Context: an optimization exercise on an open-source flow, tuned for small area, a short achievable clock period and few clock cycles per item. The choices shown serve that exercise and are no tape-out recipe.
Function was not checked in any run shown here: the RTL went through the layout flow alone.
No activity file was given, so power comes from the tool's default toggle rates.

==> flow/design.v (outline; a module is shown in full before it is edited, if it fits) <==
// module mag_preamble: 1835 lines
module mag_preamble (
    input  wire        clk,
    input  wire        rst,           
    input  wire        in_valid,
    output wire        in_ready,
    input  wire [7:0]  in_i,
    input  wire [7:0]  in_q,
    output wire        out_valid,
    input  wire        out_ready,
    output wire [15:0] out_mag,
    output wire [3:0]  out_verdict
);
  // ...
==> flow/flow/run.sh <==
#!/bin/bash
bash standard.sh SETUP_SLACK_MARGIN=8.9 finish > standard.log 2>&1
==> flow/standard.sh <==
#!/bin/bash
# synth_recipe.tcl (not shown) runs the flow's synth.tcl, then flattens the netlist and writes it again
# the make line also repeats each setting of config.mk as NAME=value (left out here)
make -C /OpenROAD-flow-scripts/flow DESIGN_CONFIG=/design/flow/config.mk WORK_HOME=/design/flow/orfs CLKGATE_MAP_FILE= SYNTH_SCRIPT=/design/flow/synth_recipe.tcl "${@:-finish}"
==> flow/config.mk <==
export PLATFORM = sky130hd
export DESIGN_NAME = mag_preamble
export DESIGN_NICKNAME = mag_preamble
export VERILOG_FILES = /design/flow/design.v
export SDC_FILE = /design/flow/constraint.sdc
export NUM_CORES = 4
export LEC_CHECK = 0
export CAP_MARGIN = 20
export CORE_MARGIN = 2
export CORE_UTILIZATION = 40
export SLEW_MARGIN = 20
==> flow/constraint.sdc <==
create_clock -name core_clock -period 12.0 [get_ports {clk}]
set_input_delay 2.4000 -clock core_clock [delete_from_list [all_inputs] [get_ports {clk}]]
set_output_delay 2.4000 -clock core_clock [all_outputs]
set_load 0.01 [all_outputs]
==> results.ini, run 1 <==
[outcome]
status = no timing/DRC/antenna violations

[place]
numPortBuffers = 41

[finish]
clock_buffers = 117
top_regs = c_x: 26 flops, s1_x: 22 flops, s2_x: 18 flops
multi_input_gates = 2082
final_util_pct = 47.3
final_area_um2 = 49900
drive_above_1_share_pct = 14.3
fillerInstances = 9288
areaGrowthSynthToFinish_pct = 17.1
fin_cells = 5034

[sta]
slew_headroom_pct = 30.5
clock_skew_ns = 0.0435
fmax_mhz = 262
min_period_ns = 3.81
report.final.slew_viol_count = 0

[cts]
clock-root-buffer = clkbuf_16
post_cts.repair.setup_buffers = 74
cts_hold_buf = 0

[critical_path]
cpMostUsedCell = fa_1
r2r-start = b_n[2]
path_max_fanout = 4
required_ns = 12.41

[synthesis]
synth-seq-cells = 796
synthArstFlopShare_pct = 0
synth_adder_area_share_pct = 22.8
netlist_area_um2 = 42600

[floorplan]
die_h_um = 330
core_region_area_um2 = 106000

[power_and_ir_drop]
p_clk_mw = 2.83
p_int_mw = 9.88
swShare_pct = 35.2
power.group.top = combinational cells
finalPower_mw = 15.2

[flow_run]
drv_cap = 0

[global_route]
grtUsageMet2_pct = 25.7
grtUsageMet3_pct = 2.77

==> run 2, diff against run 1 <==
--- a/flow/design.v
+++ b/flow/design.v
@@ -5,19 +5,20 @@
     output wire        in_ready,
     input  wire [7:0]  in_i,
     input  wire [7:0]  in_q,
     output wire        out_valid,
     input  wire        out_ready,
     output wire [15:0] out_mag,
     output wire [3:0]  out_verdict
 );
-    reg run;                  
     reg run_n;                
-    assign in_ready = ~run_n;
+    wire run = ~run_n;        
+    reg rdy;                  
+    assign in_ready = rdy;
     reg rst_w;
     always @(posedge clk) rst_w <= rst;
     wire [7:0] dev_i = in_i[7] ? {1'b0, in_i[6:0]} + 8'd1 : {1'b0, ~in_i[6:0]};
     wire [7:0] dev_q = in_q[7] ? {1'b0, in_q[6:0]} + 8'd1 : {1'b0, ~in_q[6:0]};
     reg  [7:0] a_di, a_dq;
     reg        a_v;
     always @(posedge clk) begin
         if (rst)      a_v <= 1'b0;
@@ -228,87 +229,17 @@
     wire xq_h69_s = b_n[11] ^ 1'b1;
     wire xq_h69_c = b_n[11] & 1'b1;
     wire xq_h70_s = b_n[12] ^ 1'b1;
     wire xq_h70_c = b_n[12] & 1'b1;
     wire xq_h71_s = b_n[13] ^ 1'b1;
     wire xq_h71_c = b_n[13] & 1'b1;
     wire xq_h72_s = b_n[14] ^ 1'b1;
     wire xq_h72_c = b_n[14] & 1'b1;
-    wire [25:0] xadd_a = {xq_h71_c, xq_h70_c, xq_h69_c, xq_h68_c, xq_h67_c, xq_f66_c, xq_f65_c, xq_f64_c, xq_f63_c, xq_f62_c, xq_f61_c, xq_f60_c, xq_f59_c, xq_f58_c, xq_f57_c, xq_f56_c, xq_f55_c, xq_f54_c, xq_f53_c, xq_h52_c, xq_h52_s, b_n[1], b_n[0], b_n[2], b_n[1], b_n[0]};
-    wire [25:0] xadd_b = {xq_h72_s, xq_h71_s, xq_h70_s, xq_h69_s, xq_h68_s, xq_h67_s, xq_f66_s, xq_f65_s, xq_f64_s, xq_f63_s, xq_f62_s, xq_f61_s, xq_f60_s, xq_f59_s, xq_f58_s, xq_f57_s, xq_f56_s, xq_f55_s, xq_f54_s, xq_f53_s, 1'b1, b_n[4], b_n[3], 1'b0, 1'b0, 1'b0};
-    wire [25:0] xadd_p = xadd_a ^ xadd_b;
-    wire [25:0] xadd_g = xadd_a & xadd_b;
-    wire xadd_g0c = xadd_g[0] | (xadd_p[0] & 1'b0);
-    wire xadd_G1 = xadd_g[1] | (xadd_p[1] & xadd_g0c);
-    wire xadd_G2 = xadd_g[3] | (xadd_p[3] & xadd_g[2]);
-    wire xadd_P2 = xadd_p[3] & xadd_p[2];
-    wire xadd_G3 = xadd_g[5] | (xadd_p[5] & xadd_g[4]);
-    wire xadd_P3 = xadd_p[5] & xadd_p[4];
-    wire xadd_G4 = xadd_g[7] | (xadd_p[7] & xadd_g[6]);
-    wire xadd_P4 = xadd_p[7] & xadd_p[6];
-    wire xadd_G5 = xadd_g[9] | (xadd_p[9] & xadd_g[8]);
-    wire xadd_P5 = xadd_p[9] & xadd_p[8];
-    wire xadd_G6 = xadd_g[11] | (xadd_p[11] & xadd_g[10]);
-    wire xadd_P6 = xadd_p[11] & xadd_p[10];
-    wire xadd_G7 = xadd_g[13] | (xadd_p[13] & xadd_g[12]);
-    wire xadd_P7 = xadd_p[13] & xadd_p[12];
-    wire xadd_G8 = xadd_g[15] | (xadd_p[15] & xadd_g[14]);
-    wire xadd_P8 = xadd_p[15] & xadd_p[14];
-    wire xadd_G9 = xadd_g[17] | (xadd_p[17] & xadd_g[16]);
-    wire xadd_P9 = xadd_p[17] & xadd_p[16];
-    wire xadd_G10 = xadd_g[19] | (xadd_p[19] & xadd_g[18]);
-    wire xadd_P10 = xadd_p[19] & xadd_p[18];
-    wire xadd_G11 = xadd_g[21] | (xadd_p[21] & xadd_g[20]);
-    wire xadd_P11 = xadd_p[21] & xadd_p[20];
-    wire xadd_G12 = xadd_g[23] | (xadd_p[23] & xadd_g[22]);
-    wire xadd_P12 = xadd_p[23] & xadd_p[22];
-    wire xadd_G13 = xadd_g[25] | (xadd_p[25] & xadd_g[24]);
-    wire xadd_P13 = xadd_p[25] & xadd_p[24];
-    wire xadd_G14 = xadd_G2 | (xadd_P2 & xadd_G1);
-    wire xadd_G15 = xadd_G4 | (xadd_P4 & xadd_G3);
-    wire xadd_P15 = xadd_P4 & xadd_P3;
-    wire xadd_G16 = xadd_G6 | (xadd_P6 & xadd_G5);
-    wire xadd_P16 = xadd_P6 & xadd_P5;
-    wire xadd_G17 = xadd_G8 | (xadd_P8 & xadd_G7);
-    wire xadd_P17 = xadd_P8 & xadd_P7;
-    wire xadd_G18 = xadd_G10 | (xadd_P10 & xadd_G9);
-    wire xadd_P18 = xadd_P10 & xadd_P9;
-    wire xadd_G19 = xadd_G12 | (xadd_P12 & xadd_G11);
-    wire xadd_P19 = xadd_P12 & xadd_P11;
-    wire xadd_G20 = xadd_G15 | (xadd_P15 & xadd_G14);
-    wire xadd_G21 = xadd_G17 | (xadd_P17 & xadd_G16);
-    wire xadd_P21 = xadd_P17 & xadd_P16;
-    wire xadd_G22 = xadd_G19 | (xadd_P19 & xadd_G18);
-    wire xadd_P22 = xadd_P19 & xadd_P18;
-    wire xadd_G23 = xadd_G21 | (xadd_P21 & xadd_G20);
-    wire xadd_G24 = xadd_G22 | (xadd_P22 & xadd_G23);
-    wire xadd_G25 = xadd_G16 | (xadd_P16 & xadd_G20);
-    wire xadd_G26 = xadd_G18 | (xadd_P18 & xadd_G23);
-    wire xadd_G27 = xadd_G3 | (xadd_P3 & xadd_G14);
-    wire xadd_G28 = xadd_G5 | (xadd_P5 & xadd_G20);
-    wire xadd_G29 = xadd_G7 | (xadd_P7 & xadd_G25);
-    wire xadd_G30 = xadd_G9 | (xadd_P9 & xadd_G23);
-    wire xadd_G31 = xadd_G11 | (xadd_P11 & xadd_G26);
-    wire xadd_G32 = xadd_G13 | (xadd_P13 & xadd_G24);
-    wire xadd_G33 = xadd_g[2] | (xadd_p[2] & xadd_G1);
-    wire xadd_G34 = xadd_g[4] | (xadd_p[4] & xadd_G14);
-    wire xadd_G35 = xadd_g[6] | (xadd_p[6] & xadd_G27);
-    wire xadd_G36 = xadd_g[8] | (xadd_p[8] & xadd_G20);
-    wire xadd_G37 = xadd_g[10] | (xadd_p[10] & xadd_G28);
-    wire xadd_G38 = xadd_g[12] | (xadd_p[12] & xadd_G25);
-    wire xadd_G39 = xadd_g[14] | (xadd_p[14] & xadd_G29);
-    wire xadd_G40 = xadd_g[16] | (xadd_p[16] & xadd_G23);
-    wire xadd_G41 = xadd_g[18] | (xadd_p[18] & xadd_G30);
-    wire xadd_G42 = xadd_g[20] | (xadd_p[20] & xadd_G26);
-    wire xadd_G43 = xadd_g[22] | (xadd_p[22] & xadd_G31);
-    wire xadd_G44 = xadd_g[24] | (xadd_p[24] & xadd_G24);
-    wire [25:0] xadd_c = {xadd_G44, xadd_G24, xadd_G43, xadd_G31, xadd_G42, xadd_G26, xadd_G41, xadd_G30, xadd_G40, xadd_G23, xadd_G39, xadd_G29, xadd_G38, xadd_G25, xadd_G37, xadd_G28, xadd_G36, xadd_G20, xadd_G35, xadd_G27, xadd_G34, xadd_G14, xadd_G33, xadd_G1, xadd_g0c, 1'b0};
-    wire [25:0] xadd_s = xadd_p ^ xadd_c;
-    wire xadd_co = xadd_G32;
+    wire [25:0] xadd_s = {xq_h71_c, xq_h70_c, xq_h69_c, xq_h68_c, xq_h67_c, xq_f66_c, xq_f65_c, xq_f64_c, xq_f63_c, xq_f62_c, xq_f61_c, xq_f60_c, xq_f59_c, xq_f58_c, xq_f57_c, xq_f56_c, xq_f55_c, xq_f54_c, xq_f53_c, xq_h52_c, xq_h52_s, b_n[1], b_n[0], b_n[2], b_n[1], b_n[0]} + {xq_h72_s, xq_h71_s, xq_h70_s, xq_h69_s, xq_h68_s, xq_h67_s, xq_f66_s, xq_f65_s, xq_f64_s, xq_f63_s, xq_f62_s, xq_f61_s, xq_f60_s, xq_f59_s, xq_f58_s, xq_f57_s, xq_f56_s, xq_f55_s, xq_f54_s, xq_f53_s, 1'b1, b_n[4], b_n[3], 1'b0, 1'b0, 1'b0} + 1'b0;
     reg  [25:0] c_x;
     reg         c_v;
     always @(posedge clk) begin
         if (rst_w)    c_v <= 1'b0;
         else if (run) c_v <= b2_v;
         if (run) c_x <= xadd_s;
     end
     wire [2:0] r1_s = {1'b0, c_x[25:24]} - 3'd1;
@@ -1117,16 +1048,17 @@
     always @(posedge clk) begin
         if (rst_w)    m_v <= 1'b0;
         else if (run) m_v <= t_v;
         if (run) m_mag <= mag_nx;
     end
     wire        arrive = run & m_v & ~rst_w;
     wire [15:0] x = m_mag;
     reg  [15:0] h1, h2, h3, h4, h5, h6, h7, h8, h9, h10;
+    reg  [17:0] psum;         
     reg  [17:0] nsum;
     reg  [9:1]  g1h;
     reg  [8:1]  l1h;
     reg  [4:1]  p4h;
     reg  [5:1]  p;
     reg  [2:0]  e1, e2, e3, e4, e5;
     wire g1 = h1 > x;
     wire l1 = h1 < x;
@@ -1655,181 +1587,101 @@
     end
     reg [3:0] verdict;
     always @(*) begin
         if (e5 != 3'd0 && e5 != 3'd7) verdict = {1'b0, e5};
         else if (!p6n)                verdict = 4'd7;
         else if (e5 == 3'd7)          verdict = 4'd8;
         else                          verdict = 4'd0;
     end
-    wire sq_h221_s = h9[0] ^ h7[0];
-    wire sq_h221_c = h9[0] & h7[0];
-    wire sq_f222_s = h9[1] ^ h7[1] ^ h2[1];
-    wire sq_f222_c = (h9[1] & h7[1]) | (h9[1] & h2[1]) | (h7[1] & h2[1]);
-    wire sq_f223_s = h9[2] ^ h7[2] ^ h2[2];
-    wire sq_f223_c = (h9[2] & h7[2]) | (h9[2] & h2[2]) | (h7[2] & h2[2]);
-    wire sq_f224_s = h9[3] ^ h7[3] ^ h2[3];
-    wire sq_f224_c = (h9[3] & h7[3]) | (h9[3] & h2[3]) | (h7[3] & h2[3]);
-    wire sq_f225_s = h9[4] ^ h7[4] ^ h2[4];
-    wire sq_f225_c = (h9[4] & h7[4]) | (h9[4] & h2[4]) | (h7[4] & h2[4]);
-    wire sq_f226_s = h9[5] ^ h7[5] ^ h2[5];
-    wire sq_f226_c = (h9[5] & h7[5]) | (h9[5] & h2[5]) | (h7[5] & h2[5]);
-    wire sq_f227_s = h9[6] ^ h7[6] ^ h2[6];
-    wire sq_f227_c = (h9[6] & h7[6]) | (h9[6] & h2[6]) | (h7[6] & h2[6]);
-    wire sq_f228_s = h9[7] ^ h7[7] ^ h2[7];
-    wire sq_f228_c = (h9[7] & h7[7]) | (h9[7] & h2[7]) | (h7[7] & h2[7]);
-    wire sq_f229_s = h9[8] ^ h7[8] ^ h2[8];
-    wire sq_f229_c = (h9[8] & h7[8]) | (h9[8] & h2[8]) | (h7[8] & h2[8]);
-    wire sq_f230_s = h9[9] ^ h7[9] ^ h2[9];
-    wire sq_f230_c = (h9[9] & h7[9]) | (h9[9] & h2[9]) | (h7[9] & h2[9]);
-    wire sq_f231_s = h9[10] ^ h7[10] ^ h2[10];
-    wire sq_f231_c = (h9[10] & h7[10]) | (h9[10] & h2[10]) | (h7[10] & h2[10]);
-    wire sq_f232_s = h9[11] ^ h7[11] ^ h2[11];
-    wire sq_f232_c = (h9[11] & h7[11]) | (h9[11] & h2[11]) | (h7[11] & h2[11]);
-    wire sq_f233_s = h9[12] ^ h7[12] ^ h2[12];
-    wire sq_f233_c = (h9[12] & h7[12]) | (h9[12] & h2[12]) | (h7[12] & h2[12]);
-    wire sq_f234_s = h9[13] ^ h7[13] ^ h2[13];
-    wire sq_f234_c = (h9[13] & h7[13]) | (h9[13] & h2[13]) | (h7[13] & h2[13]);
-    wire sq_f235_s = h9[14] ^ h7[14] ^ h2[14];
-    wire sq_f235_c = (h9[14] & h7[14]) | (h9[14] & h2[14]) | (h7[14] & h2[14]);
-    wire sq_f236_s = h9[15] ^ h7[15] ^ h2[15];
-    wire sq_f236_c = (h9[15] & h7[15]) | (h9[15] & h2[15]) | (h7[15] & h2[15]);
-    wire sq_h237_s = sq_h221_s ^ h2[0];
-    wire sq_h237_c = sq_h221_s & h2[0];
-    wire sq_f238_s = sq_h221_c ^ sq_f222_s ^ x[1];
-    wire sq_f238_c = (sq_h221_c & sq_f222_s) | (sq_h221_c & x[1]) | (sq_f222_s & x[1]);
-    wire sq_f239_s = sq_f222_c ^ sq_f223_s ^ x[2];
-    wire sq_f239_c = (sq_f222_c & sq_f223_s) | (sq_f222_c & x[2]) | (sq_f223_s & x[2]);
-    wire sq_f240_s = sq_f223_c ^ sq_f224_s ^ x[3];
-    wire sq_f240_c = (sq_f223_c & sq_f224_s) | (sq_f223_c & x[3]) | (sq_f224_s & x[3]);
-    wire sq_f241_s = sq_f224_c ^ sq_f225_s ^ x[4];
-    wire sq_f241_c = (sq_f224_c & sq_f225_s) | (sq_f224_c & x[4]) | (sq_f225_s & x[4]);
-    wire sq_f242_s = sq_f225_c ^ sq_f226_s ^ x[5];
-    wire sq_f242_c = (sq_f225_c & sq_f226_s) | (sq_f225_c & x[5]) | (sq_f226_s & x[5]);
-    wire sq_f243_s = sq_f226_c ^ sq_f227_s ^ x[6];
-    wire sq_f243_c = (sq_f226_c & sq_f227_s) | (sq_f226_c & x[6]) | (sq_f227_s & x[6]);
-    wire sq_f244_s = sq_f227_c ^ sq_f228_s ^ x[7];
-    wire sq_f244_c = (sq_f227_c & sq_f228_s) | (sq_f227_c & x[7]) | (sq_f228_s & x[7]);
-    wire sq_f245_s = sq_f228_c ^ sq_f229_s ^ x[8];
-    wire sq_f245_c = (sq_f228_c & sq_f229_s) | (sq_f228_c & x[8]) | (sq_f229_s & x[8]);
-    wire sq_f246_s = sq_f229_c ^ sq_f230_s ^ x[9];
-    wire sq_f246_c = (sq_f229_c & sq_f230_s) | (sq_f229_c & x[9]) | (sq_f230_s & x[9]);
-    wire sq_f247_s = sq_f230_c ^ sq_f231_s ^ x[10];
-    wire sq_f247_c = (sq_f230_c & sq_f231_s) | (sq_f230_c & x[10]) | (sq_f231_s & x[10]);
-    wire sq_f248_s = sq_f231_c ^ sq_f232_s ^ x[11];
-    wire sq_f248_c = (sq_f231_c & sq_f232_s) | (sq_f231_c & x[11]) | (sq_f232_s & x[11]);
-    wire sq_f249_s = sq_f232_c ^ sq_f233_s ^ x[12];
-    wire sq_f249_c = (sq_f232_c & sq_f233_s) | (sq_f232_c & x[12]) | (sq_f233_s & x[12]);
-    wire sq_f250_s = sq_f233_c ^ sq_f234_s ^ x[13];
-    wire sq_f250_c = (sq_f233_c & sq_f234_s) | (sq_f233_c & x[13]) | (sq_f234_s & x[13]);
-    wire sq_f251_s = sq_f234_c ^ sq_f235_s ^ x[14];
-    wire sq_f251_c = (sq_f234_c & sq_f235_s) | (sq_f234_c & x[14]) | (sq_f235_s & x[14]);
-    wire sq_f252_s = sq_f235_c ^ sq_f236_s ^ x[15];
-    wire sq_f252_c = (sq_f235_c & sq_f236_s) | (sq_f235_c & x[15]) | (sq_f236_s & x[15]);
-    wire [17:0] sadd_a = {1'b0, sq_f252_c, sq_f251_c, sq_f250_c, sq_f249_c, sq_f248_c, sq_f247_c, sq_f246_c, sq_f245_c, sq_f244_c, sq_f243_c, sq_f242_c, sq_f241_c, sq_f240_c, sq_f239_c, sq_f238_c, sq_h237_c, sq_h237_s};
-    wire [17:0] sadd_b = {1'b0, sq_f236_c, sq_f252_s, sq_f251_s, sq_f250_s, sq_f249_s, sq_f248_s, sq_f247_s, sq_f246_s, sq_f245_s, sq_f244_s, sq_f243_s, sq_f242_s, sq_f241_s, sq_f240_s, sq_f239_s, sq_f238_s, x[0]};
-    wire [17:0] sadd_p = sadd_a ^ sadd_b;
-    wire [17:0] sadd_g = sadd_a & sadd_b;
-    wire sadd_g0c = sadd_g[0] | (sadd_p[0] & 1'b0);
-    wire sadd_G1 = sadd_g[1] | (sadd_p[1] & sadd_g0c);
-    wire sadd_G2 = sadd_g[3] | (sadd_p[3] & sadd_g[2]);
-    wire sadd_P2 = sadd_p[3] & sadd_p[2];
-    wire sadd_G3 = sadd_g[5] | (sadd_p[5] & sadd_g[4]);
-    wire sadd_P3 = sadd_p[5] & sadd_p[4];
-    wire sadd_G4 = sadd_g[7] | (sadd_p[7] & sadd_g[6]);
-    wire sadd_P4 = sadd_p[7] & sadd_p[6];
-    wire sadd_G5 = sadd_g[9] | (sadd_p[9] & sadd_g[8]);
-    wire sadd_P5 = sadd_p[9] & sadd_p[8];
-    wire sadd_G6 = sadd_g[11] | (sadd_p[11] & sadd_g[10]);
-    wire sadd_P6 = sadd_p[11] & sadd_p[10];
-    wire sadd_G7 = sadd_g[13] | (sadd_p[13] & sadd_g[12]);
-    wire sadd_P7 = sadd_p[13] & sadd_p[12];
-    wire sadd_G8 = sadd_g[15] | (sadd_p[15] & sadd_g[14]);
-    wire sadd_P8 = sadd_p[15] & sadd_p[14];
-    wire sadd_G9 = sadd_g[17] | (sadd_p[17] & sadd_g[16]);
-    wire sadd_P9 = sadd_p[17] & sadd_p[16];
-    wire sadd_G10 = sadd_G2 | (sadd_P2 & sadd_G1);
-    wire sadd_G11 = sadd_G4 | (sadd_P4 & sadd_G3);
-    wire sadd_P11 = sadd_P4 & sadd_P3;
-    wire sadd_G12 = sadd_G6 | (sadd_P6 & sadd_G5);
-    wire sadd_P12 = sadd_P6 & sadd_P5;
-    wire sadd_G13 = sadd_G8 | (sadd_P8 & sadd_G7);
-    wire sadd_P13 = sadd_P8 & sadd_P7;
-    wire sadd_G14 = sadd_G11 | (sadd_P11 & sadd_G10);
-    wire sadd_G15 = sadd_G13 | (sadd_P13 & sadd_G12);
-    wire sadd_P15 = sadd_P13 & sadd_P12;
-    wire sadd_G16 = sadd_G15 | (sadd_P15 & sadd_G14);
-    wire sadd_G17 = sadd_G12 | (sadd_P12 & sadd_G14);
-    wire sadd_G18 = sadd_G3 | (sadd_P3 & sadd_G10);
-    wire sadd_G19 = sadd_G5 | (sadd_P5 & sadd_G14);
-    wire sadd_G20 = sadd_G7 | (sadd_P7 & sadd_G17);
-    wire sadd_G21 = sadd_G9 | (sadd_P9 & sadd_G16);
-    wire sadd_G22 = sadd_g[2] | (sadd_p[2] & sadd_G1);
-    wire sadd_G23 = sadd_g[4] | (sadd_p[4] & sadd_G10);
-    wire sadd_G24 = sadd_g[6] | (sadd_p[6] & sadd_G18);
-    wire sadd_G25 = sadd_g[8] | (sadd_p[8] & sadd_G14);
-    wire sadd_G26 = sadd_g[10] | (sadd_p[10] & sadd_G19);
-    wire sadd_G27 = sadd_g[12] | (sadd_p[12] & sadd_G17);
-    wire sadd_G28 = sadd_g[14] | (sadd_p[14] & sadd_G20);
-    wire sadd_G29 = sadd_g[16] | (sadd_p[16] & sadd_G16);
-    wire [17:0] sadd_c = {sadd_G29, sadd_G16, sadd_G28, sadd_G20, sadd_G27, sadd_G17, sadd_G26, sadd_G19, sadd_G25, sadd_G14, sadd_G24, sadd_G18, sadd_G23, sadd_G10, sadd_G22, sadd_G1, sadd_g0c, 1'b0};
-    wire [17:0] sadd_s = sadd_p ^ sadd_c;
-    wire sadd_co = sadd_G21;
+    wire pq_h221_s = h8[0] ^ h6[0];
+    wire pq_h221_c = h8[0] & h6[0];
+    wire pq_f222_s = h8[1] ^ h6[1] ^ h1[1];
+    wire pq_f222_c = (h8[1] & h6[1]) | (h8[1] & h1[1]) | (h6[1] & h1[1]);
+    wire pq_f223_s = h8[2] ^ h6[2] ^ h1[2];
+    wire pq_f223_c = (h8[2] & h6[2]) | (h8[2] & h1[2]) | (h6[2] & h1[2]);
+    wire pq_f224_s = h8[3] ^ h6[3] ^ h1[3];
+    wire pq_f224_c = (h8[3] & h6[3]) | (h8[3] & h1[3]) | (h6[3] & h1[3]);
+    wire pq_f225_s = h8[4] ^ h6[4] ^ h1[4];
+    wire pq_f225_c = (h8[4] & h6[4]) | (h8[4] & h1[4]) | (h6[4] & h1[4]);
+    wire pq_f226_s = h8[5] ^ h6[5] ^ h1[5];
+    wire pq_f226_c = (h8[5] & h6[5]) | (h8[5] & h1[5]) | (h6[5] & h1[5]);
+    wire pq_f227_s = h8[6] ^ h6[6] ^ h1[6];
+    wire pq_f227_c = (h8[6] & h6[6]) | (h8[6] & h1[6]) | (h6[6] & h1[6]);
+    wire pq_f228_s = h8[7] ^ h6[7] ^ h1[7];
+    wire pq_f228_c = (h8[7] & h6[7]) | (h8[7] & h1[7]) | (h6[7] & h1[7]);
+    wire pq_f229_s = h8[8] ^ h6[8] ^ h1[8];
+    wire pq_f229_c = (h8[8] & h6[8]) | (h8[8] & h1[8]) | (h6[8] & h1[8]);
+    wire pq_f230_s = h8[9] ^ h6[9] ^ h1[9];
+    wire pq_f230_c = (h8[9] & h6[9]) | (h8[9] & h1[9]) | (h6[9] & h1[9]);
+    wire pq_f231_s = h8[10] ^ h6[10] ^ h1[10];
+    wire pq_f231_c = (h8[10] & h6[10]) | (h8[10] & h1[10]) | (h6[10] & h1[10]);
+    wire pq_f232_s = h8[11] ^ h6[11] ^ h1[11];
+    wire pq_f232_c = (h8[11] & h6[11]) | (h8[11] & h1[11]) | (h6[11] & h1[11]);
+    wire pq_f233_s = h8[12] ^ h6[12] ^ h1[12];
+    wire pq_f233_c = (h8[12] & h6[12]) | (h8[12] & h1[12]) | (h6[12] & h1[12]);
+    wire pq_f234_s = h8[13] ^ h6[13] ^ h1[13];
+    wire pq_f234_c = (h8[13] & h6[13]) | (h8[13] & h1[13]) | (h6[13] & h1[13]);
+    wire pq_f235_s = h8[14] ^ h6[14] ^ h1[14];
+    wire pq_f235_c = (h8[14] & h6[14]) | (h8[14] & h1[14]) | (h6[14] & h1[14]);
+    wire pq_f236_s = h8[15] ^ h6[15] ^ h1[15];
+    wire pq_f236_c = (h8[15] & h6[15]) | (h8[15] & h1[15]) | (h6[15] & h1[15]);
+    wire [17:0] padd_s = {1'b0, pq_f236_c, pq_f235_c, pq_f234_c, pq_f233_c, pq_f232_c, pq_f231_c, pq_f230_c, pq_f229_c, pq_f228_c, pq_f227_c, pq_f226_c, pq_f225_c, pq_f224_c, pq_f223_c, pq_f222_c, pq_h221_c, pq_h221_s} + {1'b0, 1'b0, pq_f236_s, pq_f235_s, pq_f234_s, pq_f233_s, pq_f232_s, pq_f231_s, pq_f230_s, pq_f229_s, pq_f228_s, pq_f227_s, pq_f226_s, pq_f225_s, pq_f224_s, pq_f223_s, pq_f222_s, h1[0]} + 1'b0;
+    wire [17:0] nadd2_s = psum + {2'b00, x} + 1'b0;
     always @(posedge clk) begin
         if (rst_w) begin
             h1 <= 16'd0; h2 <= 16'd0; h3 <= 16'd0; h4 <= 16'd0; h5 <= 16'd0;
             h6 <= 16'd0; h7 <= 16'd0; h8 <= 16'd0; h9 <= 16'd0; h10 <= 16'd0;
+            psum <= 18'd0;
             nsum <= 18'd0;
             g1h <= 9'd0;
             l1h <= 8'd0;
             p4h <= 4'd0;
             p   <= 5'd0;
             e1 <= 3'd1; e2 <= 3'd1; e3 <= 3'd1; e4 <= 3'd1; e5 <= 3'd1;
         end else if (arrive) begin
             h1 <= x;  h2 <= h1; h3 <= h2; h4 <= h3; h5 <= h4;
             h6 <= h5; h7 <= h6; h8 <= h7; h9 <= h8; h10 <= h9;
-            nsum <= sadd_s;
+            psum <= padd_s;
+            nsum <= nadd2_s;
             g1h <= {g1h[8:1], g1};
             l1h <= {l1h[7:1], l1};
             p4h <= {p4h[3:1], p4n};
             p   <= {p5n, p4n, p3n, p2n, g1};
             e1 <= e0; e2 <= e1; e3 <= e2; e4 <= e3; e5 <= e4;
         end
     end
     reg [15:0] o_mag;
     reg [3:0]  o_ver;
     reg        o_v;
-    reg [15:0] k_mag;
-    reg [3:0]  k_ver;
+    reg [3:0]  k_ver;         
     reg        k_v;
     wire       o_free = ~o_v | out_ready;
     wire       k_v_nx = k_v ? ~o_free : (arrive & ~o_free);
     always @(posedge clk) begin
         if (rst) begin
             o_v   <= 1'b0;
             k_v   <= 1'b0;
-            run   <= 1'b1;
+            rdy   <= 1'b1;
             run_n <= 1'b0;
         end else begin
             k_v   <= k_v_nx;
-            run   <= ~k_v_nx;
+            rdy   <= ~k_v_nx;
             run_n <= k_v_nx;
             if (o_free)
                 o_v <= k_v | arrive;
         end
         if (o_free) begin
             if (k_v) begin
-                o_mag <= k_mag;
+                o_mag <= h1;
                 o_ver <= k_ver;
             end else begin
                 o_mag <= x;
                 o_ver <= verdict;
             end
         end
-        if (!k_v) begin
-            k_mag <= x;
+        if (!k_v)
             k_ver <= verdict;
-        end
     end
     assign out_valid   = o_v;
     assign out_mag     = o_mag;
     assign out_verdict = o_ver;
 endmodule
==> flow/flow/run.sh (replaced) <==
#!/bin/bash
bash standard.sh SETUP_SLACK_MARGIN=8.6 finish > standard.log 2>&1
==> run 2 against run 1 <==
Against the previous run: still clean; clock power shrank 6%; worst setup slack gained 0.20 ns; clock skew shrank 0.0073 ns; maximum frequency grew 5.5%; sequential power is essentially flat; core utilization shrank 1.3 points; register-to-register slack gained 0.36 ns; power shrank 2.6%; routed wire length shrank 1.3%; cell count grew 2.4%; sequential cell count grew 2; largest cell class unchanged.
==> results.ini, run 2 <==
[outcome]
status = no timing/DRC/antenna violations

[sta]
fmax_mhz = 277  ; +5.5%
rsz0062_at_grt = yes
clock_skew_ns = 0.0362  ; -0.00731 ns
tns_ns = 0
min_period_ns = 3.61  ; -0.201 ns
setup_viol = 0
slew_headroom_pct = 29.0  ; -1.5 points
setup_ws_ns = 8.39
hold_violations = 0
tightest_slew_ns = 1.06
holdWs_ns = 0.411
period_share_pct = 30.1
report.final.slew_viol_count = 0  ; unchanged

[global_route]
grtUsageMet3_pct = 2.37  ; -0.39 points
grt_max_degree = 192
grt_remaining_overflow = 0
track_usage_pct = 15.2
grtUsageMet2_pct = 25.4  ; -0.27 points
grt_pass1_vias = 26100
grt-busiest-layer = met2
grt_use_met1_pct = 20.1
grt_pass1_wl_um = 136000
antenna_found_initial = 1

[routing]
wl_per_cell_um = 16.2
viasPerCell = 4.99
ant_nets = 0
vias = 25700
wl_um = 83300
drt-pass1-iter-count = 5
drt_iter0_markers = 1292
drc = 0

[place]
dp_slack_ns = 8.01
numPortBuffers = 41  ; unchanged
place_congestion = 0.788
dp.cells = 4911
dp_hpwl_um = 57600
place_area_um2 = 45300

[synthesis]
post-synth-top-count-cell = edfxtp_1
synthArstFlopShare_pct = 0  ; unchanged
syn_avg_cell_area_um2 = 12.3
yosysTopAreaCellShare_pct = 37.2
ys_types = 72
synth_ff_type = edfxtp_1
synthCells = 3537
synth_top_area_cell = edfxtp_1
synth-seq-cells = 798  ; +0.25%
ys_warn_count = 1
yosysSeqAreaShare_pct = 49.3
synth_edf_count = 537
synth_commonest_cells = edfxtp_1, ha_1, inv_1
yosys-top-cells-area = edfxtp_1, ha_1, dfxtp_1, xnor2_1, fa_1
netlist_area_um2 = 43300  ; +1.6%
syn_nets = 4219

[finish]
mostFrequentLayoutCells = edfxtp_1, ha_1, inv_1
final_area_um2 = 49400  ; -1.2%
final_common_cell = edfxtp_1
largest_reg_flops = 26
drive_above_1_share_pct = 10.3  ; -4.0 points
largest-register = c_x
final_util_pct = 46.0  ; -1.3 points
top_regs = c_x: 26 flops, s1_x: 22 flops
fin_cells = 5154  ; +2.4%
areaGrowthSynthToFinish_pct = 13.9
antenna_cells = 0
fin_nets = 4360
fillerInstances = 9748  ; +5.0%

[cts]
clk_pin_slew_ns = 0.06
cts_sinks = 798
cts_buffers = 87
worstSkewPairLatency_ns = 0.67
cts_tree = built
clockBufferDepth = 3
cts_hold_buf = 0  ; unchanged
clock-root-buffer = clkbuf_16
h-tree-depth = 3

[critical_path]
slowest_delay_ns = 0.41
cp_top_family = flip-flops
critPathLaunchType = flip-flop
path_max_fanout = 1  ; -3
endpoint_kind = output port
arrival_ns = 1.21
crit_slowest_cell = edfxtp_1
path_class = reg2out
path_cells = buf_6
cp.buffers_inverters = 1
required_ns = 9.60  ; -2.81 ns

[power_and_ir_drop]
power_density_nw_per_um2 = 301
power_leakage_nw = 20.9
peakVddDrop_mv = 0.265
finalPower_mw = 14.9  ; -2.6%

[floorplan]
die_w_um = 333
core_region_area_um2 = 107000  ; +1.6%
die_h_um = 333  ; +0.81%
start_util_pct = 40.4
rows = 120
dieArea_um2 = 111000
num_io_pins = 42

[flow_run]
drv_cap = 0  ; unchanged

[worst_hold_path]
hold_path.class = reg2reg

run 2: cell types whose count changed after synthesis, sizes merged, moves of 12 or more:
cell and change:
a21o +12, fa -32, ha +16, inv -13, nand2 +15, nor2 +31
o21a +13, o21ai +38, xnor2 +16, xor2 +12
run 2: layer usage:
layer | part of all wire (%) | routed length (um)
met4 | 2.3 | 1880
met1 | 46 | 38700
met3 | 3.6 | 2960
met2 | 48 | 39800
met5 | 0 | 0
run 2: cell families after synthesis:
logic type | count (synthesis) | share of synthesized area, %
adders and majority gates | 662 | 21.5
and+or+nand+nor | 480 | 5.47
xor gates and xnor gates | 388 | 7.84
buffers and inverters | 488 | 4.25
AOI/OAI and AO/OA | 699 | 11.2
muxes | 22 | 0.514
DFF | 798 | 49.3
run 2: layout make-up:
type | count | area, um2 | share of cell area [%]
well taps | 1403 | 1760 | 3.56
repair buffers | 132 | 1030 | 2.09
flip-flops and latches | 798 | 21400 | 43.4
multi-input cells | 2253 | 20600 | 41.8
inverters | 406 | 1620 | 3.29
clock inverters | 45 | 469 | 0.951
clock buffers | 117 | 2440 | 4.94
run 2: where the power goes:
part | switching, mW | internal [mW] | leakage, nW | total (mW)
registers | 0.593 | 4.56 | 7.85 | 5.15
logic | 3.57 | 3.46 | 11.6 | 7.03
clock network | 1.12 | 1.55 | 1.41 | 2.67
total | 5.28 | 9.57 | 20.9 | 14.9
run 2: worst reg2reg max path: stages, from the launching register on:
cell,delay [ns]
edfxtp_1,0.47
fa_1,0.49
fa_1,0.56
ha_4,0.23
a2111oi_4,0.32
inv_1,0.07
o211ai_1,0.17
buf_4,0.17
o2bb2ai_4,0.16
o31ai_4,0.08
nor3_2,0.15
o21bai_1,0.12
a21oi_2,0.15
xnor2_1,0.08
run 2: worst paths after layout:
check | start | to | slack, ns | cells after the start
min | s1_x[9] | s2_x[9] | 0.41 | 0
min reg2reg | s1_x[9] | s2_x[9] | 0.41 | 0
max reg2reg | b_n[11] | c_x[24] | 8.55 | 13
max | o_ver[0] | out_verdict[0] | 8.39 | 1
run 2: timing repair:
item | CTS | global route
pin swaps | 18 | 41
gates cloned | 1 | 1
gates resized for setup | 138 | 103
endpoints found under the setup margin | 121 | 51
endpoints found under the hold margin | 0 | 0
setup buffers | 45 | 34

## re-timing with driven ports
The flow's constraints put no driver on any port. The routed layouts listed below were extracted and timed again, unchanged, in two steps. Step 1: set_driving_cell puts a clkbuf_16 on clk and a buf_2 on each other input, an assumption about the parent block. Step 2 also shifts input and output timing later by t, the mid clock arrival at the registers, as if the neighbouring blocks saw the same clock. Slacks: ideal / step 1 / step 2; pairs: ideal / step 1.
| run | t, ns | setup slack, ns | worst register clock-pin slew, ns | worst data-port slew with drivers (ns) | cell pins on the clock port's net |
|---|---|---|---|---|---|
| run 1 | 0.724 | 8.185 / 8.163 / 8.185 | 0.07 / 0.07 | 0.08 | 1 |
| run 2 | 0.714 | 8.386 / 8.320 / 8.265 | 0.06 / 0.06 | 0.03 | 1 |
After both steps setup and hold are still met in every run listed. For run 2, which loses most, drivers alone change the setup slack by -0.066 ns; drivers and shift together by -0.121 ns.
